This is an optimization exercise on Yosys and OpenROAD, whose aim is small area, a short achievable clock period and few clock cycles, not a production implementation.
No run shown here included a check of the RTL's function; only the layout flow was run.
Power and IR drop assume default switching activity.

==> design/flow/run.sh <==
#!/bin/bash
# synth_recipe.tcl (not shown) runs the flow's synth.tcl, then flattens the netlist and writes it again
# the make line also repeats each setting of config.mk as NAME=value (left out here)
make -C /OpenROAD-flow-scripts/flow DESIGN_CONFIG=/design/flow/config.mk WORK_HOME=/design/flow/orfs CLKGATE_MAP_FILE= SYNTH_SCRIPT=/design/flow/synth_recipe.tcl finish
==> design/flow/constraint.sdc <==
create_clock -name core_clock -period 5.0 [get_ports {clk}]
set_input_delay 1.0000 -clock core_clock [delete_from_list [all_inputs] [get_ports {clk}]]
set_output_delay 1.0000 -clock core_clock [all_outputs]
set_load 0.01 [all_outputs]
==> design/flow/config.mk <==
export PLATFORM = sky130hd
export DESIGN_NAME = crcarc
export DESIGN_NICKNAME = crcarc
export VERILOG_FILES = /design/flow/design.v
export SDC_FILE = /design/flow/constraint.sdc
export NUM_CORES = 4
export LEC_CHECK = 0
export CAP_MARGIN = 20
export CORE_MARGIN = 2
export CORE_UTILIZATION = 40
export SLEW_MARGIN = 20
==> design/flow/design.v <==
module crcarc (
    input  wire        clk,
    input  wire        rst,         
    input  wire        cmd_valid,
    output wire        cmd_ready,
    input  wire [11:0] cmd,
    output reg         rsp_valid,
    output wire [31:0] rsp
);
    localparam [3:0] OP_NOP       = 4'h0;
    localparam [3:0] OP_CRC_CLR   = 4'h1;
    localparam [3:0] OP_CRC_BYTE  = 4'h2;
    localparam [3:0] OP_DEC_START = 4'h3;
    localparam [3:0] OP_DEC_CHAR  = 4'h4;
    localparam [3:0] OP_HEX_START = 4'h5;
    localparam [3:0] OP_HEX_CHAR  = 4'h6;
    localparam [3:0] OP_HEX_CHECK = 4'h7;
    localparam [3:0] OP_RD        = 4'h8;
    localparam [2:0] D_IDLE  = 3'd0;
    localparam [2:0] D_RUN   = 3'd3;
    localparam [2:0] D_DONE  = 3'd4;
    localparam [2:0] D_DIGIT = 3'd1;
    localparam [2:0] D_POINT = 3'd2;
    localparam [2:0] D_CFG   = 3'd5;
    localparam [2:0] D_SEQ   = 3'd6;
    localparam [2:0] H_IDLE  = 3'd0;
    localparam [2:0] H_RUN   = 3'd1;
    localparam [2:0] H_DONE  = 3'd2;
    localparam [2:0] H_HEX   = 3'd3;
    localparam [2:0] H_LEN   = 3'd4;
    localparam [2:0] H_SEQ   = 3'd6;
    reg [15:0] crc;
    reg [29:0] acc;         
    reg [3:0]  digits;
    reg [3:0]  decimals;
    reg [3:0]  dpos;
    reg [2:0]  dcode;
    reg [15:0] hexv;
    reg [2:0]  hcnt;
    reg [2:0]  hcode;
    reg [15:0] calc;
    reg        match;
    reg        ill;
    reg        cv;
    reg [11:0] cq;
    reg [4:0]  rsel;
    assign cmd_ready = 1'b1;
    wire [3:0] op  = cq[11:8];
    wire [7:0] arg = cq[7:0];
    reg [15:0] crc_next_byte;
    integer    i;
    always @(*) begin
        crc_next_byte = crc ^ {8'h00, arg};
        for (i = 0; i < 8; i = i + 1) begin
            if (crc_next_byte[0])
                crc_next_byte = (crc_next_byte >> 1) ^ 16'hA001;
            else
                crc_next_byte = crc_next_byte >> 1;
        end
    end
    wire       arg_is_digit = (arg >= 8'h30) && (arg <= 8'h39);
    wire       arg_is_point = (arg == 8'h2E);
    wire [4:0] cfg_sum      = {1'b0, arg[7:4]} + {1'b0, arg[3:0]};
    wire       cfg_legal    = (arg[7:4] != 4'd0) && (cfg_sum <= 5'd9);
    wire [4:0] dec_len      = (decimals == 4'd0) ? {1'b0, digits}
                                                 : {1'b0, digits} + {1'b0, decimals} + 5'd1;
    wire       at_point     = (decimals != 4'd0) && (dpos == digits);
    wire       dec_last     = ({1'b0, dpos} + 5'd1) == dec_len;
    wire [28:0] acc5        = acc[28:0] + {acc[26:0], 2'b00} + {26'd0, arg[3:1]};
    wire [29:0] acc_next    = {acc5, arg[0]};
    wire [1:0] dstate = (dcode == D_IDLE) ? 2'd0 :
                        (dcode == D_RUN)  ? 2'd1 :
                        (dcode == D_DONE) ? 2'd2 : 2'd3;
    wire [3:0] derrc  = (dstate == 2'd3) ? {1'b0, dcode} : 4'd0;
    wire       d_run  = (dcode == D_RUN);
    wire       d_err  = (dstate == 2'd3);
    wire       arg_is_upper = (arg >= 8'h41) && (arg <= 8'h46);
    wire       arg_is_lower = (arg >= 8'h61) && (arg <= 8'h66);
    wire       arg_is_hex   = arg_is_digit || arg_is_upper || arg_is_lower;
    wire [3:0] hex_val      = arg_is_digit ? arg[3:0] : (arg[3:0] + 4'd9);
    wire       h_err  = hcode[2] | (hcode[1] & hcode[0]);
    wire [1:0] hstate = h_err ? 2'd3 : hcode[1:0];
    wire [3:0] herrc  = h_err ? {1'b0, hcode} : 4'd0;
    wire       h_run  = (hcode == H_RUN);
    wire [31:0] status = {decimals, digits, 1'b0, hcnt, dpos, herrc, derrc,
                          2'b00, ill, match, hstate, dstate};
    assign rsp = ({32{rsel[0]}} & {16'd0, crc})
               | ({32{rsel[1]}} & {2'd0, acc})
               | ({32{rsel[2]}} & {16'd0, hexv})
               | ({32{rsel[3]}} & {16'd0, calc})
               | ({32{rsel[4]}} & status);
    always @(posedge clk) begin
        cq   <= cmd;
        rsel <= 5'd0;
        if (cv && op == OP_RD && arg[7:3] == 5'd0) begin
            rsel[0] <= (arg[2:0] == 3'd0);
            rsel[1] <= (arg[2:0] == 3'd1);
            rsel[2] <= (arg[2:0] == 3'd2);
            rsel[3] <= (arg[2:0] == 3'd3);
            rsel[4] <= (arg[2:0] == 3'd4);
        end
        if (rst) begin
            cv        <= 1'b0;
            crc       <= 16'd0;
            acc       <= 30'd0;
            digits    <= 4'd0;
            decimals  <= 4'd0;
            dpos      <= 4'd0;
            dcode     <= D_IDLE;
            hexv      <= 16'd0;
            hcnt      <= 3'd0;
            hcode     <= H_IDLE;
            calc      <= 16'd0;
            match     <= 1'b0;
            ill       <= 1'b0;
            rsp_valid <= 1'b0;
        end else begin
            cv        <= cmd_valid;
            rsp_valid <= 1'b0;
            if (cv) begin
                case (op)
                    OP_NOP: ;
                    OP_CRC_CLR:  crc <= 16'd0;
                    OP_CRC_BYTE: crc <= crc_next_byte;
                    OP_DEC_START: begin
                        digits   <= arg[7:4];
                        decimals <= arg[3:0];
                        acc      <= 30'd0;
                        dpos     <= 4'd0;
                        dcode    <= cfg_legal ? D_RUN : D_CFG;
                    end
                    OP_DEC_CHAR: begin
                        if (d_run) begin
                            if (at_point) begin
                                if (arg_is_point)
                                    dpos <= dpos + 4'd1;
                                else
                                    dcode <= D_POINT;
                            end else if (arg_is_digit) begin
                                acc  <= acc_next;
                                dpos <= dpos + 4'd1;
                                if (dec_last)
                                    dcode <= D_DONE;
                            end else
                                dcode <= D_DIGIT;
                        end else if (!d_err)
                            dcode <= D_SEQ;
                    end
                    OP_HEX_START: begin
                        hexv  <= 16'd0;
                        hcnt  <= 3'd0;
                        calc  <= 16'd0;
                        match <= 1'b0;
                        hcode <= H_RUN;
                    end
                    OP_HEX_CHAR: begin
                        if (h_run) begin
                            if (!arg_is_hex)
                                hcode <= H_HEX;
                            else if (hcnt == 3'd4)
                                hcode <= H_LEN;
                            else begin
                                hexv <= {hexv[11:0], hex_val};
                                hcnt <= hcnt + 3'd1;
                            end
                        end else if (!h_err)
                            hcode <= H_SEQ;
                    end
                    OP_HEX_CHECK: begin
                        if (h_run) begin
                            if (hcnt == 3'd4) begin
                                calc  <= crc;
                                match <= (hexv == crc);
                                hcode <= H_DONE;
                            end else
                                hcode <= H_LEN;
                        end else if (!h_err)
                            hcode <= H_SEQ;
                    end
                    OP_RD: begin
                        rsp_valid <= 1'b1;
                        if (arg > 8'h04)
                            ill <= 1'b1;
                    end
                    default: ill <= 1'b1;    
                endcase
            end
        end
    end
endmodule
==> flow_summary.toml, run 1 <==
[status]
status = "complete, no violations"

[placed_design]
dp_hpwl_um = 15700
placed_area_um2 = 8420
dp_slack_ns = 1.34
io_buffers = 47
place.gp.congestion = 0.848
dp_cells = 1196

[logic_synthesis]
ys_warn_count = 1
synth_top_cell_by_area = "dfxtp_1"
synth-edff-count = 0
ys_types = 65
yosysMostFrequentCell = "dfxtp_1"
ys_ff_latch = 120
synthXorXnorAreaFrac = 0.0854
synth_top_flop_cell = "dfxtp_1"
avgSynthCellArea_um2 = 8.40
synth_fp_nets = 1018
synth_top_cells_by_count = "120 x dfxtp_1, 90 x nor2_1, 72 x a21oi_1, 72 x nand2_1, 71 x ha_1"
synth_async_sr_flop_share = 0
ys_seq_area_frac = 0.308
synth-simple-area-share = 0.181
synth_fa_ha_area_frac = 0.124
netlist_instances = 928
synth_mux_area_frac = 0.0416
synth_compound_area_frac = 0.216
ys_top_cells_by_area = "dfxtp_1 31%, ha_1 11%, xnor2_1 5.5%, a21oi_1 4.6%, nor2_1 4.3%"
syn_area_um2 = 7790
synth_top_family_by_area = "compound AO/OA/AOI/OAI gates"
yosysTopAreaCellShare = 0.308

[clock_network]
post_cts_buffers = 0
cts_sinks = 120
tritoncts = "yes"
cts_resized = 0
cts_buffer_depth = 2
cts-root-buf = "clkbuf_16"
cts_hold_buffers = 0
cts_buffers = 17
htree_levels = 4
clk_pin_slew_worst_paths_ns = 0.06
insertion_delay_ns = 0.43

[final_layout]
multi_input_area_um2 = 5070
drive_gt1_frac = 0.0623
syn_to_final_growth_pct = 15.5
finish.utilization = 0.467
n_fill_cell = 1905
fin_cells = 1228
n_antenna_cell = 0
seq_area_um2 = 2400
fin_area_um2 = 9000
final_nets = 1040

[drt]
first_pass_iters = 5
drt_wl_total_um = 21900
first_iter_violations = 587
route.detailed.drc = 0
avgRoutedWirePerCell_um = 17.8
viasPerCell = 5.57
ant_nets = 0
vias = 6843

[global_route]
overflow = 0
grt_antenna_before_repair = 0
grt_max_degree = 64
grt_pass1_wl_um = 34800
grt_pass1_vias = 6286
track_usage = 0.217

[power_and_ir_drop]
pwr-share-comb = 0.053
irDropWorstVdd_v = 0.000205
p_sw_frac = 0.244
p_sw_uw = 566
pwr-share-seq = 0.426
p_total_mw = 2.32
internal-power_mw = 1.75
power_density_nw_per_um2 = 258
p_leak_nw = 3.52
power.share.clock = 0.520

[timing]
hold_viol = 0
setup_violations = 0
fin_skew_ns = 0.0179
period_share = 0.737
rsz0062_at_grt = "false"
fmax_mhz = 272
slew_headroom = 0.348
drv_slew = 0
tns_ns = 0
finalWorstSetupSlack_ns = 1.32
fin_hold_ws_ns = 0.452
min_period_ns = 3.68
tightest_slew_ns = 0.977

[critical_path]
crit_start = "cq[3]"
crit_fanout = 11
worstSetupEndpointType = "register"
critPathKind = "reg -> reg"
crit_required_ns = 5.33
cp.arrival_ns = 4.01
timing.rr.start = "cq[3]"
cp-start-kind = "register"

[die]
die-width_um = 144
fp-row-count = 51
io_pins = 49
start_util = 0.404
fp.coreArea_um2 = 19300
design.die.area_um2 = 20600
die_y_um = 144

[hold_path]
hp-class = "reg -> reg"
hold_start = "calc[2]"

[run]
cap_violations = 0
registers in the layout, indices dropped and copies added, names as in the netlist:
signal / count
hcnt: 3
hcode: 3
decimals: 4
digits: 4
dcode: 3
calc: 16
cv: 1
ill: 1
match: 1
hexv: 16
acc: 30
rsel: 5
crc: 16
cq: 12
rsp_valid: 1
dpos: 4
placed cells by master (no fill, tap or decap), types with 7 or more instances in the layout:
cell type / count
dfxtp_1: 120
clkbuf_16: 17
and3_1: 8
nor2_1: 90
nand4_1: 13
xor2_1: 27
nand2_1: 72
ha_1: 71
o21ai_0: 42
nand3_1: 42
nor2b_1: 9
a211oi_1: 7
a21oi_1: 71
nor3_1: 13
a22oi_1: 41
xnor2_1: 49
a21o_1: 13
mux2i_1: 29
a22o_1: 17
inv_1: 32
and2_1: 9
clkdlybuf4s50_1: 46
nand2b_1: 7
worst max-delay path: stages (launching register included):
cell      delay [ns]
dfxtp_1         0.65
inv_1           0.18
fa_1            0.51
fa_1            0.44
nor2b_1         0.19
o21a_1          0.17
o21ai_0         0.12
a211oi_1        0.35
o211ai_1        0.24
a21oi_1         0.21
mux2_2          0.35
o31ai_1         0.18
path summary, 6_finish.rpt:
check                               end  slack, ns  cells past startpoint
worst min-delay path            calc[2]       0.45                      2
worst min register to register  calc[2]       0.45                      2
worst max-delay path            acc[28]       1.32                     11
worst max register to register  acc[28]       1.32                     11
logic make-up (layout without fill, tap and decap cells):
family          count (synthesis)  count (layout)
compound gates                250             250
flops                         120             120
other cells                     1               1
buf+inv                        80             115
mux                            32              32
simple gates                  294             294
xor+xnor                       76              76
fa+ha+maj                      75              75
area by class of cell:
type / instances / area share
Clock inverter: 14 / 0.0165
Inverter: 32 / 0.0133
Multi-Input combinational cell: 728 / 0.564
Timing Repair Buffer: 51 / 0.0551
Clock buffer: 18 / 0.0477
Tap cell: 265 / 0.0368
Sequential cell: 120 / 0.267
power groups by stage:
stage / registers (mW) / logic [mW] / clock network (mW)
floorplan: 0.996 / 0.0949 / 0
global placement: 1.01 / 0.122 / 0
detailed placement: 1.01 / 0.122 / 0
CTS: 0.988 / 0.124 / 1.23
global route: 0.990 / 0.137 / 1.28
finish: 0.989 / 0.124 / 1.21
routing by layer:
metal	vias up	share of wire	GRT usage	wire (µm)
met5	-	0	0	0
met4	0	0.018	0.0599	395
met3	21	0.055	0.0430	1210
met2	211	0.45	0.332	9890
met1	3222	0.47	0.310	10400
li1	3389	-	-	-
==> inputs of run 2 (changes only) <==
--- a/design/flow/config.mk
+++ b/design/flow/config.mk
@@ -8,4 +8,5 @@
 export CAP_MARGIN = 20
 export CORE_MARGIN = 2
 export CORE_UTILIZATION = 40
+export SETUP_SLACK_MARGIN = 2.0
 export SLEW_MARGIN = 20
==> flow_summary.toml, run 2 <==
[logic_synthesis]
synth-edff-count = 0
syn_area_um2 = 7790
synth_async_sr_flop_share = 0
ys_top_cells_by_area = "dfxtp_1 31%, ha_1 11%, xnor2_1 5.5%, a21oi_1 4.6%, nor2_1 4.3%"
synth_top_cells_by_count = "120 x dfxtp_1, 90 x nor2_1, 72 x a21oi_1, 72 x nand2_1, 71 x ha_1"
yosysMostFrequentCell = "dfxtp_1"
synth_fp_nets = 1018
ys_warn_count = 1
netlist_instances = 928
yosysTopAreaCellShare = 0.308
synth_top_flop_cell = "dfxtp_1"
ys_ff_latch = 120
ys_seq_area_frac = 0.308
ys_types = 65
avgSynthCellArea_um2 = 8.40
synth_top_cell_by_area = "dfxtp_1"

[final_layout]
n_antenna_cell = 0
most-common-layout-cells = "104 x dfxtp_1, 89 x nor2_1, 72 x nand2_1"
layout_commonest_cell = "dfxtp_1"
final_nets = 1053
fin_cells = 1241
regMostFlops = "acc"
drive_gt1_frac = 0.119
largest_reg_flops = 30
syn_to_final_growth_pct = 20.0

[clock_network]
clk_pin_slew_worst_paths_ns = 0.06
cts_buffer_depth = 2
htree_levels = 4
cts_buffers = 17
cts_sinks = 120
tritoncts = "yes"
cts_hold_buffers = 0
insertion_delay_ns = 0.42
cts-root-buf = "clkbuf_16"

[power_and_ir_drop]
p_leak_nw = 3.71
p_total_mw = 2.46
irDropWorstVdd_v = 0.000274
power_density_nw_per_um2 = 263

[drt]
viasPerCell = 5.59
first_iter_violations = 587
vias = 6931
ant_nets = 0
avgRoutedWirePerCell_um = 18.1
first_pass_iters = 5
drt_wl_total_um = 22500
route.detailed.drc = 0

[run]
cap_violations = 0

[hold_path]
hold_path_depth = 2
hp-class = "reg -> reg"
whs_endpoint = "calc[10]"
hold_start = "calc[10]"

[timing]
min_period_ns = 2.97
drv_slew = 0
tns_ns = 0
rsz0062_at_grt = "true"
fin_skew_ns = 0.00985
hold_viol = 0
tightest_slew_ns = 0.833
period_share = 0.593
fmax_mhz = 337
setup_violations = 0
finalWorstSetupSlack_ns = 2.03
slew_headroom = 0.445

[placed_design]
dp_cells = 1196
place.gp.congestion = 0.846
dp_hpwl_um = 15900
io_buffers = 47
dp_slack_ns = 1.48

[critical_path]
worstSetupEndpointType = "primary output"
r2r_setup_slack_ns = 2.09
timing.rr.start = "acc[2]"
r2r_cells = 11
cp-start-kind = "register"
timing.rr.end = "acc[28]"
cp.arrival_ns = 1.97
crit_required_ns = 4.00
critPathKind = "reg -> out"
crit_fanout = 22

[die]
design.die.area_um2 = 20600
fp.coreArea_um2 = 19300
die_y_um = 144
fp-row-count = 51
start_util = 0.404
die-width_um = 144
io_pins = 49

[global_route]
grt_pass1_wl_um = 35300
grt_max_degree = 45
grt_antenna_before_repair = 0
overflow = 0
track_usage = 0.220
grt_pass1_vias = 6493

[status]
status = "complete, no violations"
-- run 2: what timing repair did --
| item | CTS | global route |
|---|---|---|
| resized for setup | 35 | 37 |
| pin swaps | 7 | 10 |
| buffers inserted | 4 | 9 |
| setup endpoints to repair | 59 | 32 |
-- run 2: logic make-up after synthesis --
| kind of cell | share of synthesized area |
|---|---|
| other | 0.000481 |
| multiplexers | 0.0416 |
| flip-flops | 0.308 |
| XOR/XNOR | 0.0854 |
| buffers and inverters | 0.0429 |
| AND/OR/NAND/NOR | 0.181 |
| AO/OA/AOI/OAI | 0.216 |
| adder cells (fa/ha/maj) | 0.124 |
-- run 2: routing by layer --
metal,share of wire,vias up,global-route usage
li1,-,3417,-
met1,0.48,3292,0.308
met2,0.46,199,0.348
met3,0.047,23,0.0403
met4,0.013,0,0.0609
met5,0,-,0
-- run 2: final cells by class --
class / instances / area (µm²)
Fill cell: 1891 / 9920
Multi-Input combinational cell: 728 / 5220
Sequential cell: 120 / 2440
Timing Repair Buffer: 64 / 597
Clock buffer: 17 / 425
Tap cell: 265 / 332
Clock inverter: 15 / 213
Inverter: 32 / 125
-- run 2: worst max-delay path, cell delays in order (launching register included) --
cell	delay [ns]
dfxtp_4	0.54
o21ai_0	0.22
nand3_1	0.21
clkdlybuf4s50_1	0.57
-- run 2: stage by stage --
| stage | area, µm² | utilization | hold WS [ns] |
|---|---|---|---|
| 2_1_floorplan | 7810 | - | 0.425 |
| 3_3_place_gp | 8420 | 0.437 | 0.438 |
| 3_5_place_dp | 8420 | 0.437 | 0.444 |
| 4_1_cts | 9150 | 0.475 | 0.451 |
| 5_1_grt | 9350 | 0.485 | 0.471 |
| 6_report | 9350 | 0.485 | 0.451 |
-- run 2: power by group --
part | switching [mW] | total, mW | internal [mW]
Clock | 0.496 | 1.34 | 0.845
Sequential | 0.0213 | 0.983 | 0.962
Combinational | 0.0778 | 0.135 | 0.0568
Total | 0.595 | 2.46 | 1.86
-- run 2: worst max-delay path by stage --
stage	slack [ns]	cells after the start	startpoint	end
after CTS	1.96	4	rsel[1]	rsp[10]
after global routing	1.93	12	cq[1]	acc[28]
after global placement	1.53	11	cq[3]	acc[28]
final	2.03	3	rsel[4]	rsp[2]
after detailed placement	1.48	11	cq[3]	acc[28]
after floorplan	2.04	12	cq[3]	acc[28]
==> inputs of run 3 (changes only) <==
--- a/design/flow/config.mk
+++ b/design/flow/config.mk
@@ -5,8 +5,9 @@
 export SDC_FILE = /design/flow/constraint.sdc
 export NUM_CORES = 4
 export LEC_CHECK = 0
+export ABC_CLOCK_PERIOD_IN_PS = 2500
 export CAP_MARGIN = 20
 export CORE_MARGIN = 2
 export CORE_UTILIZATION = 40
-export SETUP_SLACK_MARGIN = 2.0
+export SETUP_SLACK_MARGIN = 2.5
 export SLEW_MARGIN = 20
==> flow_summary.toml, run 3 <==
[power_and_ir_drop]
irDropWorstVdd_v = 0.000189
pwr-share-seq = 0.407
pwr-share-comb = 0.062
p_sw_frac = 0.243
power.share.clock = 0.531
internal-power_mw = 1.82
p_leak_nw = 4.10
p_sw_uw = 586
p_total_mw = 2.41
power_density_nw_per_um2 = 235

[timing]
slew_headroom = 0.408
hold_viol = 0
tns_ns = 0
fmax_mhz = 342
setup_violations = 0
tightest_slew_ns = 0.888
min_period_ns = 2.92
rsz0062_at_grt = "true"
drv_slew = 0
fin_skew_ns = 0.00829
finalWorstSetupSlack_ns = 2.08
period_share = 0.584

[logic_synthesis]
synth_async_sr_flop_share = 0
synth_top_flop_cell = "dfxtp_1"
ys_top_cells_by_area = "dfxtp_1 31%, ha_1 11%, xnor2_1 5.5%, a21oi_1 4.6%, nor2_1 4.3%"
netlist_instances = 928
synth_top_cells_by_count = "120 x dfxtp_1, 90 x nor2_1, 72 x a21oi_1, 72 x nand2_1, 71 x ha_1"
ys_ff_latch = 120
ys_types = 65
synth_top_cell_by_area = "dfxtp_1"
ys_seq_area_frac = 0.308
yosysTopAreaCellShare = 0.308
synth-edff-count = 0
syn_area_um2 = 7790
synth_fp_nets = 1018
avgSynthCellArea_um2 = 8.40
yosysMostFrequentCell = "dfxtp_1"
ys_warn_count = 1

[die]
fp.coreArea_um2 = 19300
design.die.area_um2 = 20600
fp-row-count = 51
start_util = 0.404
die-width_um = 144
io_pins = 49
die_y_um = 144

[final_layout]
finish.utilization = 0.533
fin_area_um2 = 10300
drive_gt1_frac = 0.271
n_antenna_cell = 0
syn_to_final_growth_pct = 31.7
regMostFlops = "acc"
n_fill_cell = 1785
seq_area_um2 = 2460
multi_input_area_um2 = 5650
final_nets = 1109
layout_commonest_cell = "dfxtp_1"
most-common-layout-cells = "93 x dfxtp_1, 86 x nor2_1, 69 x nand2_1"
largest_reg_flops = 30

[placed_design]
place.gp.congestion = 0.916
dp_hpwl_um = 15900
placed_area_um2 = 8450
io_buffers = 47
dp_slack_ns = 1.76

[global_route]
grt_max_degree = 44
track_usage = 0.241
overflow = 0
grt_pass1_vias = 6889
grt_antenna_before_repair = 0
grt_pass1_wl_um = 38300

[critical_path]
crit_required_ns = 5.31
worstSetupEndpointType = "register"
cp-start-kind = "register"
crit_fanout = 4
cp.arrival_ns = 3.23
critPathKind = "reg -> reg"

[clock_network]
tritoncts = "yes"
clk_pin_slew_worst_paths_ns = 0.06
cts-root-buf = "clkbuf_16"
htree_levels = 4
cts_hold_buffers = 0
cts_buffer_depth = 2
insertion_delay_ns = 0.42
cts_buffers = 17
cts_sinks = 120

[drt]
viasPerCell = 5.75
route.detailed.drc = 0
first_pass_iters = 5
avgRoutedWirePerCell_um = 19.5
ant_nets = 0
drt_wl_total_um = 25400
first_iter_violations = 511
vias = 7463

[status]
status = "complete, no violations"

[run]
cap_violations = 0

[hold_path]
hp-class = "reg -> reg"
## run 3: cell types whose count changed in the layout (fill, tap and decap cells not counted), moves of 8 or more
| cell | delta |
|---|---|
| clkdlybuf4s50_1 | -26 |
| buf_6 | +25 |
| buf_2 | +23 |
| a21oi_1 | -11 |
| dfxtp_1 | -11 |
| a22oi_2 | +10 |
| dfxtp_2 | +8 |
| a21oi_2 | +10 |
| buf_4 | +24 |
| a22oi_1 | -10 |
## run 3: path summary, 6_finish.rpt
path | startpoint | endpoint | slack, ns | cells past startpoint
max reg2reg | acc[0] | acc[25] | 2.08 | 14
min reg2reg | calc[11] | calc[11] | 0.45 | 2
min | calc[11] | calc[11] | 0.45 | 2
max | acc[0] | acc[25] | 2.08 | 14
## run 3: final cells by class
cell class / instances / area share
clock buffer: 18 / 0.0428
sequential: 120 / 0.240
inverter: 32 / 0.0127
multi-input combinational: 731 / 0.551
tap: 265 / 0.0323
clock inverter: 14 / 0.0167
timing repair buffer: 117 / 0.105
## run 3: cell families after synthesis
group	Yosys count	synth area share
compound gates	250	0.216
simple gates	294	0.181
xor+xnor	76	0.0854
fa+ha+maj	75	0.124
flops	120	0.308
other cells	1	0.000481
buf+inv	80	0.0429
mux	32	0.0416
## run 3: critical path, cell delays in order (launching register included)
cell and delay [ns]:
dfxtp_2 0.34, inv_2 0.04, fa_2 0.58, buf_4 0.11, inv_2 0.04, ha_4 0.24
a21o_1 0.14, nand4_1 0.22, a21oi_4 0.32, buf_6 0.15, o21bai_4 0.08, a31oi_4 0.22
a21oi_2 0.08, xor2_1 0.15, o21ai_1 0.08
## run 3: power by group through the flow
stage / registers (mW) / logic [mW] / clock network [mW]
4_1_cts: 0.979 / 0.139 / 1.28
6_report: 0.981 / 0.149 / 1.28
5_1_grt: 0.982 / 0.161 / 1.33
3_5_place_dp: 1.01 / 0.122 / 0
2_1_floorplan: 0.997 / 0.0961 / 0
3_3_place_gp: 1.01 / 0.122 / 0
## run 3: per-layer routing
metal  up-vias  global-route usage  routed length (µm)
met2       261               0.367               11600
met5         -                   0                   0
met1      3606               0.333               11400
met4         0              0.0857                 663
li1       3542                   -                   -
met3        54              0.0573                1680
## run 3: repair_timing
item	CTS	global route
gates resized for setup	226	84
pin swaps	40	64
endpoints found under the setup margin	87	91
cloned	5	2
buffers inserted	42	22
## run 3: stage by stage
| stage | hold slack [ns] | std cells |
|---|---|---|
| 2_1_floorplan | 0.425 | 928 |
| 3_3_place_gp | 0.438 | 1194 |
| 3_5_place_dp | 0.443 | 1194 |
| 4_1_cts | 0.452 | 1273 |
| 5_1_grt | 0.467 | 1297 |
| 6_report | 0.451 | 1297 |
==> inputs of run 4 (changes only) <==
--- a/design/flow/design.v
+++ b/design/flow/design.v
@@ -30,7 +30,10 @@
     localparam [2:0] H_LEN   = 3'd4;
     localparam [2:0] H_SEQ   = 3'd6;
     reg [15:0] crc;
-    reg [29:0] acc;         
+    reg [14:0] acc_lo;
+    reg [14:0] acc_hi;
+    reg [3:0]  acc_c;       
+    reg        acc_p;       
     reg [3:0]  digits;
     reg [3:0]  decimals;
     reg [3:0]  dpos;
@@ -58,26 +61,43 @@
                 crc_next_byte = crc_next_byte >> 1;
         end
     end
-    wire       arg_is_digit = (arg >= 8'h30) && (arg <= 8'h39);
+    wire       arg_is_digit = (arg[7:4] == 4'h3) && !(arg[3] && (arg[2] || arg[1]));
     wire       arg_is_point = (arg == 8'h2E);
-    wire [4:0] cfg_sum      = {1'b0, arg[7:4]} + {1'b0, arg[3:0]};
-    wire       cfg_legal    = (arg[7:4] != 4'd0) && (cfg_sum <= 5'd9);
-    wire [4:0] dec_len      = (decimals == 4'd0) ? {1'b0, digits}
-                                                 : {1'b0, digits} + {1'b0, decimals} + 5'd1;
+    reg        cfg_legal;
+    always @(*) begin
+        case (arg[7:4])
+            4'd1:    cfg_legal = (arg[3:0] <= 4'd8);
+            4'd2:    cfg_legal = (arg[3:0] <= 4'd7);
+            4'd3:    cfg_legal = (arg[3:0] <= 4'd6);
+            4'd4:    cfg_legal = (arg[3:0] <= 4'd5);
+            4'd5:    cfg_legal = (arg[3:0] <= 4'd4);
+            4'd6:    cfg_legal = (arg[3:0] <= 4'd3);
+            4'd7:    cfg_legal = (arg[3:0] <= 4'd2);
+            4'd8:    cfg_legal = (arg[3:0] <= 4'd1);
+            4'd9:    cfg_legal = (arg[3:0] == 4'd0);
+            default: cfg_legal = 1'b0;
+        endcase
+    end
     wire       at_point     = (decimals != 4'd0) && (dpos == digits);
-    wire       dec_last     = ({1'b0, dpos} + 5'd1) == dec_len;
-    wire [28:0] acc5        = acc[28:0] + {acc[26:0], 2'b00} + {26'd0, arg[3:1]};
-    wire [29:0] acc_next    = {acc5, arg[0]};
+    wire       dec_last     = (decimals == 4'd0) ? (dpos + 4'd1 == digits)
+                                                 : ({1'b0, dpos} == {1'b0, digits} + {1'b0, decimals});
+    wire [17:0] lo5         = {3'd0, acc_lo} + {1'b0, acc_lo, 2'b00} + {15'd0, arg[3:1]};
+    wire [18:0] lo_next     = {lo5, arg[0]};
+    wire [13:0] hi5         = acc_hi[13:0] + {acc_hi[11:0], 2'b00} + {11'd0, acc_c[3:1]};
+    wire [14:0] hi_next     = {hi5, acc_c[0]};
+    wire [29:0] acc         = {acc_hi, acc_lo};
     wire [1:0] dstate = (dcode == D_IDLE) ? 2'd0 :
                         (dcode == D_RUN)  ? 2'd1 :
                         (dcode == D_DONE) ? 2'd2 : 2'd3;
     wire [3:0] derrc  = (dstate == 2'd3) ? {1'b0, dcode} : 4'd0;
     wire       d_run  = (dcode == D_RUN);
     wire       d_err  = (dstate == 2'd3);
-    wire       arg_is_upper = (arg >= 8'h41) && (arg <= 8'h46);
-    wire       arg_is_lower = (arg >= 8'h61) && (arg <= 8'h66);
-    wire       arg_is_hex   = arg_is_digit || arg_is_upper || arg_is_lower;
-    wire [3:0] hex_val      = arg_is_digit ? arg[3:0] : (arg[3:0] + 4'd9);
+    wire       arg_is_alpha = (arg[7:6] == 2'b01) && (arg[4:3] == 2'b00)
+                              && (arg[2:0] != 3'd0) && (arg[2:0] != 3'd7);
+    wire       arg_is_hex   = arg_is_digit || arg_is_alpha;
+    wire [3:0] hex_val      = arg[6] ? {1'b1, (arg[2:0] == 3'd1 || arg[2:0] == 3'd2) ? 1'b0 : 1'b1,
+                                        (arg[2:0] == 3'd3 || arg[2:0] == 3'd4) ? 1'b0 : 1'b1, ~arg[0]}
+                                     : arg[3:0];
     wire       h_err  = hcode[2] | (hcode[1] & hcode[0]);
     wire [1:0] hstate = h_err ? 2'd3 : hcode[1:0];
     wire [3:0] herrc  = h_err ? {1'b0, hcode} : 4'd0;
@@ -102,7 +122,10 @@
         if (rst) begin
             cv        <= 1'b0;
             crc       <= 16'd0;
-            acc       <= 30'd0;
+            acc_lo    <= 15'd0;
+            acc_hi    <= 15'd0;
+            acc_c     <= 4'd0;
+            acc_p     <= 1'b0;
             digits    <= 4'd0;
             decimals  <= 4'd0;
             dpos      <= 4'd0;
@@ -117,6 +140,9 @@
         end else begin
             cv        <= cmd_valid;
             rsp_valid <= 1'b0;
+            acc_p     <= 1'b0;
+            if (acc_p)
+                acc_hi <= hi_next;
             if (cv) begin
                 case (op)
                     OP_NOP: ;
@@ -125,7 +151,9 @@
                     OP_DEC_START: begin
                         digits   <= arg[7:4];
                         decimals <= arg[3:0];
-                        acc      <= 30'd0;
+                        acc_lo   <= 15'd0;
+                        acc_hi   <= 15'd0;
+                        acc_p    <= 1'b0;
                         dpos     <= 4'd0;
                         dcode    <= cfg_legal ? D_RUN : D_CFG;
                     end
@@ -137,7 +165,9 @@
                                 else
                                     dcode <= D_POINT;
                             end else if (arg_is_digit) begin
-                                acc  <= acc_next;
+                                acc_lo <= lo_next[14:0];
+                                acc_c  <= lo_next[18:15];
+                                acc_p  <= 1'b1;
                                 dpos <= dpos + 4'd1;
                                 if (dec_last)
                                     dcode <= D_DONE;
--- a/design/flow/config.mk
+++ b/design/flow/config.mk
@@ -5,7 +5,6 @@
 export SDC_FILE = /design/flow/constraint.sdc
 export NUM_CORES = 4
 export LEC_CHECK = 0
-export ABC_CLOCK_PERIOD_IN_PS = 2500
 export CAP_MARGIN = 20
 export CORE_MARGIN = 2
 export CORE_UTILIZATION = 40
==> flow_summary.toml, run 4 <==
[clock_network]
insertion_delay_ns = 0.43
cts_sinks = 125
cts_hold_buffers = 0
clk_pin_slew_worst_paths_ns = 0.06
cts_buffer_depth = 2
htree_levels = 4
cts-root-buf = "clkbuf_16"
cts_buffers = 17
tritoncts = "yes"

[global_route]
track_usage = 0.229
grt_max_degree = 54
overflow = 0
grt_pass1_wl_um = 36300
grt_antenna_before_repair = 1
grt_pass1_vias = 6692

[drt]
drt_wl_total_um = 23400
ant_nets = 0
route.detailed.drc = 0
vias = 7099
viasPerCell = 5.66
first_iter_violations = 607
first_pass_iters = 5
avgRoutedWirePerCell_um = 18.7

[power_and_ir_drop]
p_leak_nw = 3.92
p_total_mw = 2.55
irDropWorstVdd_v = 0.000248
power_density_nw_per_um2 = 262

[timing]
rsz0062_at_grt = "true"
fmax_mhz = 367
finalWorstSetupSlack_ns = 2.27
setup_violations = 0
tightest_slew_ns = 0.779
period_share = 0.545
drv_slew = 0
slew_headroom = 0.477
fin_skew_ns = 0.00900
tns_ns = 0
min_period_ns = 2.73
hold_viol = 0

[die]
io_pins = 49
fp.coreArea_um2 = 18900
start_util = 0.411
fp-row-count = 50
die_y_um = 143
design.die.area_um2 = 20600
die-width_um = 143

[placed_design]
place.gp.congestion = 0.865
placed_area_um2 = 8350
dp_hpwl_um = 15600
dp_slack_ns = 1.81
io_buffers = 47
dp_cells = 1177

[logic_synthesis]
ys_ff_latch = 125
ys_warn_count = 1
yosysTopAreaCellShare = 0.322
synth_fa_ha_area_frac = 0.110
synth-edff-count = 0
synth_compound_area_frac = 0.198
ys_top_cells_by_area = "dfxtp_1 32%, ha_1 9.7%, xnor2_1 6.7%, a21oi_1 4.8%, nor2_1 4.2%"
syn_area_um2 = 7770
synth_mux_area_frac = 0.0361
synth_async_sr_flop_share = 0
netlist_instances = 923
synth-simple-area-share = 0.199
synth_top_flop_cell = "dfxtp_1"
synth_top_family_by_area = "simple AND/OR/NAND/NOR gates"
synth_top_cell_by_area = "dfxtp_1"
synth_top_cells_by_count = "125 x dfxtp_1, 86 x nor2_1, 74 x a21oi_1, 72 x nand2_1, 60 x ha_1"
ys_types = 79
synth_fp_nets = 1003
avgSynthCellArea_um2 = 8.42
yosysMostFrequentCell = "dfxtp_1"
ys_seq_area_frac = 0.322
synthXorXnorAreaFrac = 0.0889

[final_layout]
final_nets = 1061
syn_to_final_growth_pct = 25.3
layout_commonest_cell = "dfxtp_1"
n_antenna_cell = 0
multi_input_area_um2 = 5300
n_fill_cell = 1797
layout_top_registers = "calc x16, crc x16, hexv x16"
fin_area_um2 = 9730
most-common-layout-cells = "92 x dfxtp_1, 84 x nor2_1, 72 x nand2_1"
drive_gt1_frac = 0.227
seq_area_um2 = 2580
fin_cells = 1254

[critical_path]
critPathKind = "reg -> reg"
cp.arrival_ns = 3.04
cp.depth = 10
r2r_cells = 10
cp-start-kind = "register"
path_cells = "fa_1, inv_2, fa_2, nand2b_4, a21oi_4, o41a_1, o2111ai_2, a31oi_2, mux2i_1, a311o_1"
cp_slowest_stage_delay_ns = 0.58
crit_fanout = 4
crit_required_ns = 5.31
cp_top_family = "compound AO/OA/AOI/OAI gates"
cp_slowest_cell = "fa_1"
worstSetupEndpointType = "register"
critPathBufInv = 1

[hold_path]
hold_path_depth = 2
hp-class = "reg -> reg"

[run]
cap_violations = 0

[status]
status = "complete, no violations"
run 4: cell types whose count changed after synthesis, moves of 9 or more:
| cell | change |
|---|---|
| xor2_1 | -9 |
| ha_1 | -11 |
| nor3_1 | +12 |
| xnor2_1 | +10 |
| nand3_1 | +11 |
| a22oi_1 | -9 |
run 4: metrics by stage:
step	util	hold slack, ns
2_1_floorplan	-	0.431
3_3_place_gp	0.442	0.441
3_5_place_dp	0.442	0.447
4_1_cts	0.500	0.457
5_1_grt	0.515	0.471
6_report	0.515	0.452
run 4: logic make-up after synthesis:
logic type	after synthesis
buffers and inverters	84
AND/OR/NAND/NOR	312
XOR/XNOR	78
multiplexers	28
other	1
AO/OA/AOI/OAI	230
flip-flops	125
adder cells (fa/ha/maj)	65
run 4: area by class of cell:
class                   instances  area share
clock buffers                  19      0.0455
clock inverters                13      0.0219
inverters                      27      0.0108
multi-input cells             715       0.544
flip-flops and latches        125       0.265
well taps                     260      0.0334
repair buffers                 95      0.0792
run 4: metal layers:
metal / vias to the layer above / wire length (µm) / GRT usage
li1: 3450 / - / -
met1: 3373 / 11000 / 0.318
met2: 235 / 10400 / 0.348
met3: 39 / 1410 / 0.0453
met4: 2 / 543 / 0.0898
met5: - / 8 / 0
run 4: path summary, 6_finish.rpt:
path,from,slack (ns),endpoint
min reg2reg,calc[7],0.45,calc[7]
min,calc[7],0.45,calc[7]
max,acc_lo[0],2.27,acc_c[1]
max reg2reg,acc_lo[0],2.27,acc_c[1]
run 4: worst min-delay path, cell delays in order (launching register included):
cell and delay (ns):
dfxtp_1 0.31, nand2_1 0.05, a21oi_1 0.05
run 4: timing repair:
action | in CTS | in global routing
pin swaps | 38 | 33
cloned | 0 | 1
gates resized for setup | 174 | 79
setup buffers | 30 | 14
setup endpoints to repair | 76 | 63
run 4: power breakdown:
part | internal (mW) | leakage [nW] | total [mW] | switching, mW
Clock | 0.901 | 0.310 | 1.40 | 0.500
Combinational | 0.0521 | 2.58 | 0.129 | 0.0768
Sequential | 0.999 | 1.03 | 1.02 | 0.0227
Total | 1.95 | 3.92 | 2.55 | 0.600
==> inputs of run 5 (changes only) <==
--- a/design/flow/config.mk
+++ b/design/flow/config.mk
@@ -8,5 +8,5 @@
 export CAP_MARGIN = 20
 export CORE_MARGIN = 2
 export CORE_UTILIZATION = 40
-export SETUP_SLACK_MARGIN = 2.5
+export SETUP_SLACK_MARGIN = 3.0
 export SLEW_MARGIN = 20
==> flow_summary.toml, run 5 <==
[die]
die_y_um = 143
die-width_um = 143
design.die.area_um2 = 20600
fp-row-count = 50
fp.coreArea_um2 = 18900
io_pins = 49
start_util = 0.411

[final_layout]
n_antenna_cell = 0
final_nets = 1117
drive_gt1_frac = 0.343
multi_input_area_um2 = 5720
most-common-layout-cells = "82 x nor2_1, 79 x dfxtp_1, 70 x nand2_1"
layout_commonest_cell = "nor2_1"
seq_area_um2 = 2610
syn_to_final_growth_pct = 37.6
finish.utilization = 0.566
layout_top_registers = "calc x16, crc x16, hexv x16"
fin_area_um2 = 10700
n_fill_cell = 1667

[clock_network]
cts_hold_buffers = 0
cts-root-buf = "clkbuf_16"
cts_sinks = 125
cts_buffers = 17
htree_levels = 4
insertion_delay_ns = 0.43
tritoncts = "yes"
clk_pin_slew_worst_paths_ns = 0.06
cts_buffer_depth = 2

[logic_synthesis]
synth_fp_nets = 1003
synth-simple-area-share = 0.199
synth_top_cell_by_area = "dfxtp_1"
synth_top_family_by_area = "simple AND/OR/NAND/NOR gates"
yosysTopAreaCellShare = 0.322
ys_ff_latch = 125
synth_compound_area_frac = 0.198
synth-edff-count = 0
ys_seq_area_frac = 0.322
synth_top_cells_by_count = "125 x dfxtp_1, 86 x nor2_1, 74 x a21oi_1, 72 x nand2_1, 60 x ha_1"
avgSynthCellArea_um2 = 8.42
synth_fa_ha_area_frac = 0.110
syn_area_um2 = 7770
synth_top_flop_cell = "dfxtp_1"
synth_async_sr_flop_share = 0
netlist_instances = 923
ys_types = 79
synthXorXnorAreaFrac = 0.0889
ys_warn_count = 1
yosysMostFrequentCell = "dfxtp_1"
synth_mux_area_frac = 0.0361
ys_top_cells_by_area = "dfxtp_1 32%, ha_1 9.7%, xnor2_1 6.7%, a21oi_1 4.8%, nor2_1 4.2%"

[critical_path]
cp.arrival_ns = 3.04
path_cells = "fa_1, inv_1, fa_2, nand2b_4, a21oi_4, o41a_1, o2111ai_2, a31oi_2, mux2i_1, a311o_1"
crit_fanout = 3
r2r_cells = 10
crit_required_ns = 5.32
worstSetupEndpointType = "register"
cp-start-kind = "register"
cp_slowest_stage_delay_ns = 0.56
critPathKind = "reg -> reg"
cp_slowest_cell = "fa_1"

[power_and_ir_drop]
p_sw_uw = 629
p_leak_nw = 4.29
power_density_nw_per_um2 = 228
pwr-share-seq = 0.419
pwr-share-comb = 0.065
irDropWorstVdd_v = 0.000245
power.share.clock = 0.516
internal-power_mw = 1.81
p_sw_frac = 0.258

[drt]
route.detailed.drc = 0
ant_nets = 0
viasPerCell = 5.72
drt_wl_total_um = 25300
vias = 7491
first_pass_iters = 6
avgRoutedWirePerCell_um = 19.3
first_iter_violations = 745

[timing]
hold_viol = 0
fin_skew_ns = 0.00797
setup_violations = 0
tightest_slew_ns = 0.722
fmax_mhz = 368
drv_slew = 0
period_share = 0.543
tns_ns = 0
rsz0062_at_grt = "true"
min_period_ns = 2.72
slew_headroom = 0.515

[placed_design]
place.gp.congestion = 0.885
dp_hpwl_um = 15600
placed_area_um2 = 8450
io_buffers = 47

[hold_path]
hp-class = "reg -> reg"
hold_path_depth = 2

[global_route]
grt_max_degree = 58
grt_antenna_before_repair = 0
grt_pass1_wl_um = 38100
overflow = 0
grt_pass1_vias = 6929
track_usage = 0.240

[run]
cap_violations = 0

[status]
status = "complete, no violations"
run 5: cell types whose count changed in the layout (fill, tap and decap cells not counted), moves of 7 or more:
cell and delta:
a21oi_1 -8, buf_2 +15, buf_4 +22, buf_6 +26
clkbuf_2 -11, dfxtp_1 -13, dfxtp_4 +7, ha_1 -7
run 5: logic make-up (layout without fill, tap and decap cells):
logic type / Yosys count / count (layout)
DFF: 125 / 125
buffers and inverters: 84 / 207
and+or+nand+nor: 312 / 312
other: 1 / 1
adders and majority gates: 65 / 65
xor gates and xnor gates: 78 / 78
muxes: 28 / 28
AOI/OAI and AO/OA: 230 / 234
run 5: metal layers:
| layer | up-vias | GRT usage | wire length [µm] | share of wire |
|---|---|---|---|---|
| li1 | 3557 | - | - | - |
| met1 | 3617 | 0.339 | 11600 | 0.46 |
| met2 | 275 | 0.376 | 11500 | 0.46 |
| met3 | 42 | 0.0443 | 1700 | 0.067 |
| met4 | 0 | 0.0630 | 491 | 0.019 |
| met5 | - | 0 | 0 | 0 |
run 5: worst paths after layout:
path                start       end  slack, ns
setup / recovery    cq[3]  acc_c[1]       2.28
hold / removal    calc[5]   calc[5]       0.46
setup reg to reg    cq[3]  acc_c[1]       2.28
hold reg to reg   calc[5]   calc[5]       0.46
run 5: layout make-up:
cell class,instances,share of cell area
timing repair buffer,148,0.126
multi-input combinational,718,0.535
clock inverter,15,0.0151
tap,260,0.0304
clock buffer,17,0.0398
inverter,27,0.00960
sequential,125,0.244
run 5: worst max-delay path: cells and delay by family (launching register included):
kind | cells | cell delay (ns)
DFF | 1 | 0.35
AOI/OAI and AO/OA | 5 | 1.03
and+or+nand+nor | 1 | 0.17
buffers and inverters | 1 | 0.06
adders and majority gates | 2 | 0.90
muxes | 1 | 0.09
run 5: power groups by stage:
| stage | logic [mW] | registers (mW) | clock network, mW |
|---|---|---|---|
| 6_report | 0.158 | 1.02 | 1.26 |
| 5_1_grt | 0.170 | 1.02 | 1.32 |
| 4_1_cts | 0.142 | 1.02 | 1.27 |
| 3_5_place_dp | 0.115 | 1.05 | 0 |
| 3_3_place_gp | 0.115 | 1.05 | 0 |
| 2_1_floorplan | 0.0976 | 1.03 | 0 |
run 5: what timing repair did:
item                       in CTS  in global routing
setup buffers                  71                 25
pin swaps                      74                 77
resized for setup             274                113
setup endpoints to repair      98                109
cloned                          3                  3
run 5: per-stage QoR:
stage                     hold WS [ns]  worst slack (ns)  power [mW]  cells
after detailed placement         0.445              1.82        1.17   1176
after global routing             0.482              2.17        2.51   1310
after CTS                        0.456              2.32        2.43   1282
after global placement           0.439              1.80        1.17   1176
after floorplan                  0.431              2.46        1.13    923
final                            0.455              2.28        2.44   1310
==> inputs of run 6 (changes only) <==
--- a/design/flow/design.v
+++ b/design/flow/design.v
@@ -44,7 +44,6 @@
     reg [15:0] calc;
     reg        match;
     reg        ill;
-    reg        cv;
     reg [11:0] cq;
     reg [4:0]  rsel;
     assign cmd_ready = 1'b1;
@@ -81,10 +80,13 @@
     wire       at_point     = (decimals != 4'd0) && (dpos == digits);
     wire       dec_last     = (decimals == 4'd0) ? (dpos + 4'd1 == digits)
                                                  : ({1'b0, dpos} == {1'b0, digits} + {1'b0, decimals});
-    wire [17:0] lo5         = {3'd0, acc_lo} + {1'b0, acc_lo, 2'b00} + {15'd0, arg[3:1]};
-    wire [18:0] lo_next     = {lo5, arg[0]};
-    wire [13:0] hi5         = acc_hi[13:0] + {acc_hi[11:0], 2'b00} + {11'd0, acc_c[3:1]};
-    wire [14:0] hi_next     = {hi5, acc_c[0]};
+    wire [3:0]  dig         = arg[3:0];
+    wire [18:0] lo_next     = {1'b0, acc_lo, (dig[3] ? 3'd7 : dig[2:0])}
+                            + {3'b000, acc_lo, dig[3]}
+                            + {18'd0, dig[3] & dig[0]};
+    wire [14:0] hi_next     = {acc_hi[11:0], (acc_c[3] ? 3'd7 : acc_c[2:0])}
+                            + {acc_hi[13:0], acc_c[3]}
+                            + {14'd0, acc_c[3] & acc_c[0]};
     wire [29:0] acc         = {acc_hi, acc_lo};
     wire [1:0] dstate = (dcode == D_IDLE) ? 2'd0 :
                         (dcode == D_RUN)  ? 2'd1 :
@@ -110,9 +112,9 @@
                | ({32{rsel[3]}} & {16'd0, calc})
                | ({32{rsel[4]}} & status);
     always @(posedge clk) begin
-        cq   <= cmd;
-        rsel <= 5'd0;
-        if (cv && op == OP_RD && arg[7:3] == 5'd0) begin
+        cq[7:0] <= cmd[7:0];
+        rsel    <= 5'd0;
+        if (op == OP_RD && arg[7:3] == 5'd0) begin
             rsel[0] <= (arg[2:0] == 3'd0);
             rsel[1] <= (arg[2:0] == 3'd1);
             rsel[2] <= (arg[2:0] == 3'd2);
@@ -120,7 +122,7 @@
             rsel[4] <= (arg[2:0] == 3'd4);
         end
         if (rst) begin
-            cv        <= 1'b0;
+            cq[11:8]  <= OP_NOP;
             crc       <= 16'd0;
             acc_lo    <= 15'd0;
             acc_hi    <= 15'd0;
@@ -138,12 +140,12 @@
             ill       <= 1'b0;
             rsp_valid <= 1'b0;
         end else begin
-            cv        <= cmd_valid;
+            cq[11:8]  <= cmd_valid ? cmd[11:8] : OP_NOP;
             rsp_valid <= 1'b0;
             acc_p     <= 1'b0;
             if (acc_p)
                 acc_hi <= hi_next;
-            if (cv) begin
+            begin
                 case (op)
                     OP_NOP: ;
                     OP_CRC_CLR:  crc <= 16'd0;
--- a/design/flow/config.mk
+++ b/design/flow/config.mk
@@ -7,6 +7,8 @@
 export LEC_CHECK = 0
 export CAP_MARGIN = 20
 export CORE_MARGIN = 2
-export CORE_UTILIZATION = 40
-export SETUP_SLACK_MARGIN = 3.0
+export CORE_UTILIZATION = 60
+export CTS_BUF_LIST = sky130_fd_sc_hd__clkbuf_8
+export CTS_CLUSTER_SIZE = 30
+export SETUP_SLACK_MARGIN = 2.7
 export SLEW_MARGIN = 20
==> flow_summary.toml, run 6 <==
[hold_path]
hold_start = "hexv[15]"
hp-class = "reg -> reg"

[logic_synthesis]
ys_warn_count = 1
synth-edff-count = 0
syn_area_um2 = 7390
synth_top_cells_by_count = "124 x dfxtp_1, 81 x nor2_1, 79 x nand2_1, 68 x a21oi_1, 55 x a22oi_1"
ys_types = 73
netlist_instances = 888
synth_fp_nets = 943
ys_top_cells_by_area = "dfxtp_1 34%, ha_1 6.3%, a22oi_1 5.6%, a21oi_1 4.6%, xor2_1 4.5%"
ys_seq_area_frac = 0.336
yosysTopAreaCellShare = 0.336
synth_async_sr_flop_share = 0
ys_ff_latch = 124
synth_top_cell_by_area = "dfxtp_1"
synth_top_flop_cell = "dfxtp_1"
yosysMostFrequentCell = "dfxtp_1"
avgSynthCellArea_um2 = 8.32

[die]
start_util = 0.615
fp-row-count = 40
die_y_um = 115
design.die.area_um2 = 13200
die-width_um = 115
io_pins = 49
fp.coreArea_um2 = 12000

[critical_path]
critPathKind = "reg -> out"
cp-endpoint = "rsp[13]"
cp_slowest_stage_delay_ns = 0.39
crit_fanout = 5
timing.rr.start = "cq[3]"
timing.rr.end = "acc_c[1]"
cp.depth = 5
crit_start = "rsel[1]"
worstSetupEndpointType = "primary output"
cp-start-kind = "register"
cp.arrival_ns = 1.59
critPathBufInv = 2
path_cells = "buf_12, a22o_1, a221oi_2, o21ai_1, buf_2"
r2r_setup_slack_ns = 2.44
cp_slowest_cell = "dfxtp_4"
r2r_cells = 11
cp_top_family = "compound AO/OA/AOI/OAI gates"
crit_required_ns = 4.00

[timing]
fin_hold_ws_ns = 0.500
tns_ns = 0
rsz0062_at_grt = "true"
min_period_ns = 2.59
tightest_slew_ns = 0.741
fmax_mhz = 386
fin_skew_ns = 0.0118
slew_headroom = 0.506
period_share = 0.518
hold_viol = 0
setup_violations = 0
drv_slew = 0

[clock_network]
cts_hold_buffers = 0
cts_sinks = 124
clk_pin_slew_worst_paths_ns = 0.08
htree_levels = 4
insertion_delay_ns = 0.46
cts_buffer_depth = 2
tritoncts = "yes"
cts-root-buf = "clkbuf_8"
cts_buffers = 17

[power_and_ir_drop]
internal-power_mw = 1.58
pwr-share-comb = 0.083
power_density_nw_per_um2 = 225
p_sw_frac = 0.261
power.share.clock = 0.440
irDropWorstVdd_v = 0.000299
p_total_mw = 2.14
pwr-share-seq = 0.477
p_sw_uw = 558
p_leak_nw = 3.83

[placed_design]
dp_hpwl_um = 14800
place.gp.congestion = 0.942
io_buffers = 47

[global_route]
track_usage = 0.360
grt_pass1_wl_um = 36700
overflow = 0
grt_max_degree = 93
grt_antenna_before_repair = 0
grt_pass1_vias = 6895

[final_layout]
most-common-layout-cells = "85 x dfxtp_1, 77 x nor2_1, 75 x nand2_1"
layout_commonest_cell = "dfxtp_1"
layout_top_registers = "calc x16, crc x16, hexv x16"
final_nets = 1018
finish.utilization = 0.792
drive_gt1_frac = 0.300
n_antenna_cell = 0
syn_to_final_growth_pct = 28.7

[drt]
drt_wl_total_um = 24900
first_iter_violations = 862
ant_nets = 0
avgRoutedWirePerCell_um = 22.2
route.detailed.drc = 0
viasPerCell = 6.75
vias = 7580
first_pass_iters = 6

[status]
status = "complete, no violations"

[run]
cap_violations = 0
-- run 6: cells by family after synthesis --
group                    share of synthesized area
XOR/XNOR                                    0.0909
multiplexers                                0.0137
other                                     0.000507
flip-flops                                   0.336
buffers and inverters                       0.0444
AO/OA/AOI/OAI                                0.230
adder cells (fa/ha/maj)                     0.0708
AND/OR/NAND/NOR                              0.214
-- run 6: per-layer routing --
layer / up-vias / GRT usage / wire [µm]
li1: 3381 / - / -
met1: 3680 / 0.465 / 9910
met2: 442 / 0.562 / 11500
met3: 77 / 0.0696 / 2110
met4: 0 / 0.209 / 1370
met5: - / 0 / 0
-- run 6: final cells by class --
cell class | count | area (µm²)
multi-input cells | 694 | 5270
clock inverters | 14 | 171
flip-flops and latches | 124 | 2580
well taps | 147 | 184
repair buffers | 114 | 1010
fillers | 805 | 2500
clock buffers | 18 | 248
inverters | 12 | 48.8
-- run 6: worst register-to-register path, stage by stage, from the launching register on --
cell	delay, ns
dfxtp_4	0.38
and2_4	0.15
ha_4	0.15
or2_4	0.23
fa_2	0.36
a211oi_2	0.25
o21ba_4	0.21
o21ai_4	0.10
a211oi_2	0.25
nor3_2	0.09
xnor2_1	0.17
a211oi_2	0.08
-- run 6: worst min-delay path by stage --
stage | to | slack [ns] | cells past startpoint
after detailed placement | acc_c[2] | 0.48 | 2
after global placement | ill | 0.46 | 2
after floorplan | ill | 0.44 | 2
after CTS | acc_c[2] | 0.49 | 2
after global routing | ill | 0.52 | 2
final | hexv[15] | 0.50 | 2
-- run 6: power by group through the flow --
stage	logic [mW]	clock network (mW)	registers [mW]
5_1_grt	0.188	0.992	1.02
4_1_cts	0.148	0.948	1.02
6_report	0.178	0.940	1.02
2_1_floorplan	0.116	0	1.03
3_3_place_gp	0.130	0	1.05
3_5_place_dp	0.132	0	1.05
-- run 6: per-stage QoR --
stage          instance area [µm²]  setup slack, ns  instances
2_1_floorplan                 7460             2.38        888
3_3_place_gp                  7830             1.88       1026
3_5_place_dp                  7830             1.81       1026
4_1_cts                       8960             2.41       1096
5_1_grt                       9510             2.31       1123
6_report                      9510             2.41       1123
-- run 6: repair_timing --
item	in CTS	in global routing
resized for setup	249	93
cloned	4	1
setup endpoints to repair	89	84
buffers inserted	34	26
pin swaps	45	40
==> inputs of run 7 (changes only) <==
--- a/design/flow/config.mk
+++ b/design/flow/config.mk
@@ -10,5 +10,5 @@
 export CORE_UTILIZATION = 60
 export CTS_BUF_LIST = sky130_fd_sc_hd__clkbuf_8
 export CTS_CLUSTER_SIZE = 30
-export SETUP_SLACK_MARGIN = 2.7
+export SETUP_SLACK_MARGIN = 2.5
 export SLEW_MARGIN = 20
==> flow_summary.toml, run 7 <==
[status]
status = "complete, no violations"

[critical_path]
path_cells = "buf_4, buf_12, buf_4, a22o_1, buf_2"
r2r_cells = 11
cpMostUsedCell = "buf_4"
crit_fanout = 10
timing.rr.start = "cq[0]"
r2r_setup_slack_ns = 2.42
worstSetupEndpointType = "primary output"
cp-start-kind = "register"
cp.arrival_ns = 1.63
cp_top_family = "buffers and inverters"
cp-endpoint = "rsp[21]"
cp_slowest_cell = "dfxtp_4"
cp.depth = 5
cp_slowest_stage_delay_ns = 0.39
critPathKind = "reg -> out"
crit_start = "rsel[1]"
timing.rr.end = "acc_c[1]"
critPathBufInv = 4
crit_required_ns = 4.00

[power_and_ir_drop]
irDropWorstVdd_v = 0.000250
power_density_nw_per_um2 = 232
p_total_mw = 2.07
internal-power_mw = 1.54
p_leak_nw = 3.64
pwr-share-seq = 0.496
p_sw_frac = 0.255
pwr-share-comb = 0.072
power.share.clock = 0.432
p_sw_uw = 526

[global_route]
grt_pass1_vias = 6939
grt_max_degree = 93
overflow = 0
grt_pass1_wl_um = 36300
track_usage = 0.356
grt_antenna_before_repair = 0

[timing]
tns_ns = 0
fin_hold_ws_ns = 0.488
fmax_mhz = 380
slew_headroom = 0.334
hold_viol = 0
fin_skew_ns = 0.0140
period_share = 0.527
drv_slew = 0
rsz0062_at_grt = "true"
setup_violations = 0
min_period_ns = 2.63
tightest_slew_ns = 0.999

[logic_synthesis]
ys_ff_latch = 124
netlist_instances = 888
ys_top_cells_by_area = "dfxtp_1 34%, ha_1 6.3%, a22oi_1 5.6%, a21oi_1 4.6%, xor2_1 4.5%"
synth_top_flop_cell = "dfxtp_1"
ys_types = 73
syn_area_um2 = 7390
synth_top_cell_by_area = "dfxtp_1"
synth_async_sr_flop_share = 0
yosysTopAreaCellShare = 0.336
avgSynthCellArea_um2 = 8.32
ys_seq_area_frac = 0.336
synth-edff-count = 0
synth_top_cells_by_count = "124 x dfxtp_1, 81 x nor2_1, 79 x nand2_1, 68 x a21oi_1, 55 x a22oi_1"
yosysMostFrequentCell = "dfxtp_1"
synth_fp_nets = 943
ys_warn_count = 1

[drt]
first_iter_violations = 880
ant_nets = 0
drt_wl_total_um = 23200
route.detailed.drc = 0
first_pass_iters = 8
avgRoutedWirePerCell_um = 21.1
vias = 7239
viasPerCell = 6.57

[run]
cap_violations = 0

[die]
die_y_um = 115
die-width_um = 115
fp.coreArea_um2 = 12000
io_pins = 49
design.die.area_um2 = 13200
start_util = 0.615
fp-row-count = 40

[final_layout]
drive_gt1_frac = 0.218
fin_area_um2 = 8890
layout_commonest_cell = "dfxtp_1"
syn_to_final_growth_pct = 20.3
most-common-layout-cells = "100 x dfxtp_1, 78 x nor2_1, 77 x nand2_1"
n_fill_cell = 905
n_antenna_cell = 0
finish.utilization = 0.740
layout_top_registers = "calc x16, crc x16, hexv x16"
final_nets = 996

[hold_path]
hp-class = "reg -> reg"
hold_start = "ill"
hold_path_depth = 2

[clock_network]
cts-root-buf = "clkbuf_8"
cts_sinks = 124
clk_pin_slew_worst_paths_ns = 0.08
htree_levels = 4
cts_hold_buffers = 0
insertion_delay_ns = 0.46
cts_buffer_depth = 2
cts_buffers = 17
tritoncts = "yes"

[placed_design]
dp_hpwl_um = 14900
io_buffers = 47
placed_area_um2 = 7830
place.gp.congestion = 0.934
-- run 7: cell types whose count changed in the layout (fill, tap and decap cells not counted), sizes merged, moves of 2 or more --
| cell | before | now |
|---|---|---|
| buf | 99 | 70 |
| clkdlybuf4s15 | 0 | 5 |
| clkinvlp | 6 | 1 |
| clkinv | 4 | 6 |
| dlygate4sd2 | 1 | 3 |
| inv | 13 | 15 |
-- run 7: logic make-up after synthesis --
logic type,Yosys count,share of synthesized area
xor+xnor,75,0.0909
fa+ha+maj,40,0.0708
compound gates,248,0.230
buf+inv,72,0.0444
simple gates,318,0.214
flops,124,0.336
mux,10,0.0137
other cells,1,0.000507
-- run 7: through the flow --
step                      instances  setup WS, ns
after floorplan                 888          2.38
after global placement         1026          1.91
after detailed placement       1026          1.81
after CTS                      1090          2.31
after global routing           1101          2.31
final                          1101          2.37
-- run 7: layer usage --
layer  GRT usage  part of all wire  wire length (µm)  vias up
met5           0                 0                 0        -
met4       0.202             0.049              1140        0
met3      0.0754             0.079              1830       80
met2       0.575              0.47             10900      381
met1       0.442              0.40              9310     3435
li1            -                 -                 -     3343
-- run 7: worst min path at each step --
| stage | end | slack, ns |
|---|---|---|
| finish | ill | 0.49 |
| global route | decimals[2] | 0.51 |
| CTS | ill | 0.49 |
| detailed placement | ill | 0.47 |
| global placement | ill | 0.46 |
| floorplan | ill | 0.44 |
-- run 7: area by class of cell --
type                            count  area, µm²  share of cell area
Multi-Input combinational cell    694       4960               0.558
Tap cell                          147        184              0.0207
Inverter                           12       45.0             0.00507
Clock buffer                       20        275              0.0310
Sequential cell                   124       2530               0.285
Timing Repair Buffer               92        773              0.0870
Clock inverter                     12        121              0.0136
-- run 7: worst reg2reg max path: cells and delay by family (launching register included) --
family	cells	cell delay, ns
AOI/OAI and AO/OA	5	1.01
adders and majority gates	2	0.49
and+or+nand+nor	3	0.48
DFF	1	0.36
xor gates and xnor gates	1	0.13
-- run 7: power by group through the flow --
| stage | logic, mW | clock network [mW] | registers [mW] |
|---|---|---|---|
| after detailed placement | 0.132 | 0 | 1.05 |
| after CTS | 0.143 | 0.895 | 1.02 |
| after global placement | 0.129 | 0 | 1.05 |
| after floorplan | 0.116 | 0 | 1.03 |
| after global routing | 0.160 | 0.934 | 1.03 |
| final | 0.149 | 0.891 | 1.02 |
-- run 7: timing repair --
item                       CTS  global route
hold endpoints to repair     0             0
pin swaps                   14            26
resized for setup          170            53
setup buffers               31            10
cloned                       1             1
setup endpoints to repair   78            64
==> inputs of run 8 (changes only) <==
--- a/design/flow/config.mk
+++ b/design/flow/config.mk
@@ -7,8 +7,6 @@
 export LEC_CHECK = 0
 export CAP_MARGIN = 20
 export CORE_MARGIN = 2
-export CORE_UTILIZATION = 60
-export CTS_BUF_LIST = sky130_fd_sc_hd__clkbuf_8
-export CTS_CLUSTER_SIZE = 30
+export CORE_UTILIZATION = 40
 export SETUP_SLACK_MARGIN = 2.5
 export SLEW_MARGIN = 20
==> flow_summary.toml, run 8 <==
[status]
status = "complete, no violations"

[die]
die-width_um = 140
fp.coreArea_um2 = 18000
start_util = 0.410
io_pins = 49
fp-row-count = 49
design.die.area_um2 = 19600
die_y_um = 140

[clock_network]
cts_buffers = 17
htree_levels = 4
insertion_delay_ns = 0.43
cts-root-buf = "clkbuf_16"
cts_sinks = 124
tritoncts = "yes"
clk_pin_slew_worst_paths_ns = 0.06
cts_buffer_depth = 2

[final_layout]
n_antenna_cell = 0
layout_commonest_cell = "dfxtp_1"
drive_gt1_frac = 0.224
finish.utilization = 0.512
layout_top_registers = "calc x16, crc x16, hexv x16"
syn_to_final_growth_pct = 24.8
final_nets = 998
most-common-layout-cells = "95 x dfxtp_1, 79 x nor2_1, 77 x nand2_1"

[critical_path]
crit_required_ns = 4.00
cp_slowest_stage_delay_ns = 0.43
path_cells = "buf_8, a222oi_1, nand2_1, buf_2"
cp_slowest_cell = "a222oi_1"
timing.rr.start = "cq[0]"
crit_start = "rsel[4]"
crit_fanout = 4
worstSetupEndpointType = "primary output"
cp.arrival_ns = 1.68
cp-start-kind = "register"
critPathKind = "reg -> out"

[global_route]
grt_antenna_before_repair = 0
grt_pass1_vias = 6528
overflow = 0
grt_max_degree = 80
track_usage = 0.234
grt_pass1_wl_um = 36000

[power_and_ir_drop]
p_total_mw = 2.32
irDropWorstVdd_v = 0.000238
power_density_nw_per_um2 = 251
p_leak_nw = 3.75

[run]
cap_violations = 0

[timing]
hold_viol = 0
period_share = 0.536
tns_ns = 0
rsz0062_at_grt = "true"
setup_violations = 0
tightest_slew_ns = 0.958
min_period_ns = 2.68
fmax_mhz = 373
fin_skew_ns = 0.00675
drv_slew = 0
slew_headroom = 0.361
finalWorstSetupSlack_ns = 2.32

[logic_synthesis]
yosysTopAreaCellShare = 0.336
synth-edff-count = 0
synth_top_cells_by_count = "124 x dfxtp_1, 81 x nor2_1, 79 x nand2_1, 68 x a21oi_1, 55 x a22oi_1"
yosysMostFrequentCell = "dfxtp_1"
syn_area_um2 = 7390
ys_ff_latch = 124
ys_types = 73
ys_top_cells_by_area = "dfxtp_1 34%, ha_1 6.3%, a22oi_1 5.6%, a21oi_1 4.6%, xor2_1 4.5%"
synth_async_sr_flop_share = 0
netlist_instances = 888
ys_warn_count = 1
synth_top_flop_cell = "dfxtp_1"
synth_top_cell_by_area = "dfxtp_1"
ys_seq_area_frac = 0.336
synth_fp_nets = 943
avgSynthCellArea_um2 = 8.32

[drt]
drt_wl_total_um = 23100
ant_nets = 0
avgRoutedWirePerCell_um = 19.5
first_pass_iters = 6
route.detailed.drc = 0
first_iter_violations = 496
vias = 6980
viasPerCell = 5.89

[hold_path]
hold_start = "ill"
hp-class = "reg -> reg"

[placed_design]
place.gp.congestion = 0.885
dp_hpwl_um = 15000
io_buffers = 47
dp_slack_ns = 1.94
run 8: cell counts after synthesis:
Identical to the previous run, type by type.
run 8: kinds of logic (layout without fill, tap and decap cells):
kind of cell               Yosys count  in the layout  synth area share
AOI/OAI and AO/OA                  248            249             0.230
xor gates and xnor gates            75             75            0.0909
adders and majority gates           40             40            0.0708
buffers and inverters               72            139            0.0444
DFF                                124            124             0.336
muxes                               10             10            0.0137
other                                1              1          0.000507
and+or+nand+nor                    318            318             0.214
run 8: worst paths after layout:
path                    to  slack, ns  depth (start not counted)
setup / recovery    rsp[5]       2.32                          4
hold / removal         ill       0.48                          2
setup reg to reg  acc_c[1]       2.37                         12
hold reg to reg        ill       0.48                          2
run 8: power by group:
group / switching [mW] / leakage, nW / internal [mW] / total, mW
Sequential: 0.0274 / 1.02 / 0.997 / 1.02
Clock: 0.500 / 0.263 / 0.640 / 1.14
Combinational: 0.0845 / 2.47 / 0.0669 / 0.151
run 8: layout make-up:
type                    count  area, µm²
fillers                  1716       8800
multi-input cells         693       4970
flip-flops and latches    124       2540
repair buffers             95        843
clock buffers              17        425
well taps                 229        287
clock inverters            15        115
inverters                  12       45.0
run 8: what timing repair did:
item	in CTS	in global routing
resized for setup	159	62
setup buffers	27	14
cloned	1	1
hold buffers	0	0
setup endpoints to repair	78	63
pin swaps	25	28
run 8: routing by layer:
metal / GRT usage / vias up / share of wire
li1: - / 3348 / -
met1: 0.304 / 3343 / 0.44
met2: 0.379 / 244 / 0.47
met3: 0.0441 / 45 / 0.053
met4: 0.103 / 0 / 0.036
met5: 0 / - / 0
run 8: through the flow:
stage | instances | instance area [µm²] | hold slack [ns]
after global routing | 1185 | 9230 | 0.510
after floorplan | 888 | 7460 | 0.436
after CTS | 1170 | 8900 | 0.476
after detailed placement | 1110 | 7950 | 0.463
final | 1185 | 9230 | 0.478
after global placement | 1110 | 7950 | 0.458
run 8: worst max-delay path, delay by kind of cell, from the launching register on:
kind / cells / cell delay [ns]
AND/OR/NAND/NOR: 1 / 0.16
flip-flops: 1 / 0.36
AO/OA/AOI/OAI: 1 / 0.43
buffers and inverters: 2 / 0.30

## what the ideal ports hide
The results above use ideal ports. As a check the final layouts listed here were re-extracted and re-timed, cells and wires unchanged.
Step 1: set_driving_cell puts a clkbuf_16 on clk and a buf_2 on each other input, an assumption about the parent block.
Step 2 also shifts input and output timing later by t, the mid clock arrival at the registers, as if the neighbouring blocks saw the same clock.
Slacks: no drivers / after step 1 / after step 2; pairs: no drivers / after step 1.
| run | shift t [ns] | setup slack, ns |
|---|---|---|
| run 1 | 0.458 | 1.317 / 1.317 / 1.317 |
| run 2 | 0.465 | 2.034 / 1.990 / 2.086 |
| run 3 | 0.463 | 2.078 / 2.078 / 2.078 |
| run 4 | 0.474 | 2.273 / 2.273 / 2.273 |
| run 5 | 0.470 | 2.283 / 2.253 / 2.283 |
| run 6 | 0.490 | 2.412 / 2.372 / 2.296 |
| run 7 | 0.488 | 2.367 / 2.330 / 2.139 |
| run 8 | 0.468 | 2.322 / 2.277 / 2.176 |
After both steps setup and hold are still met in every run listed.
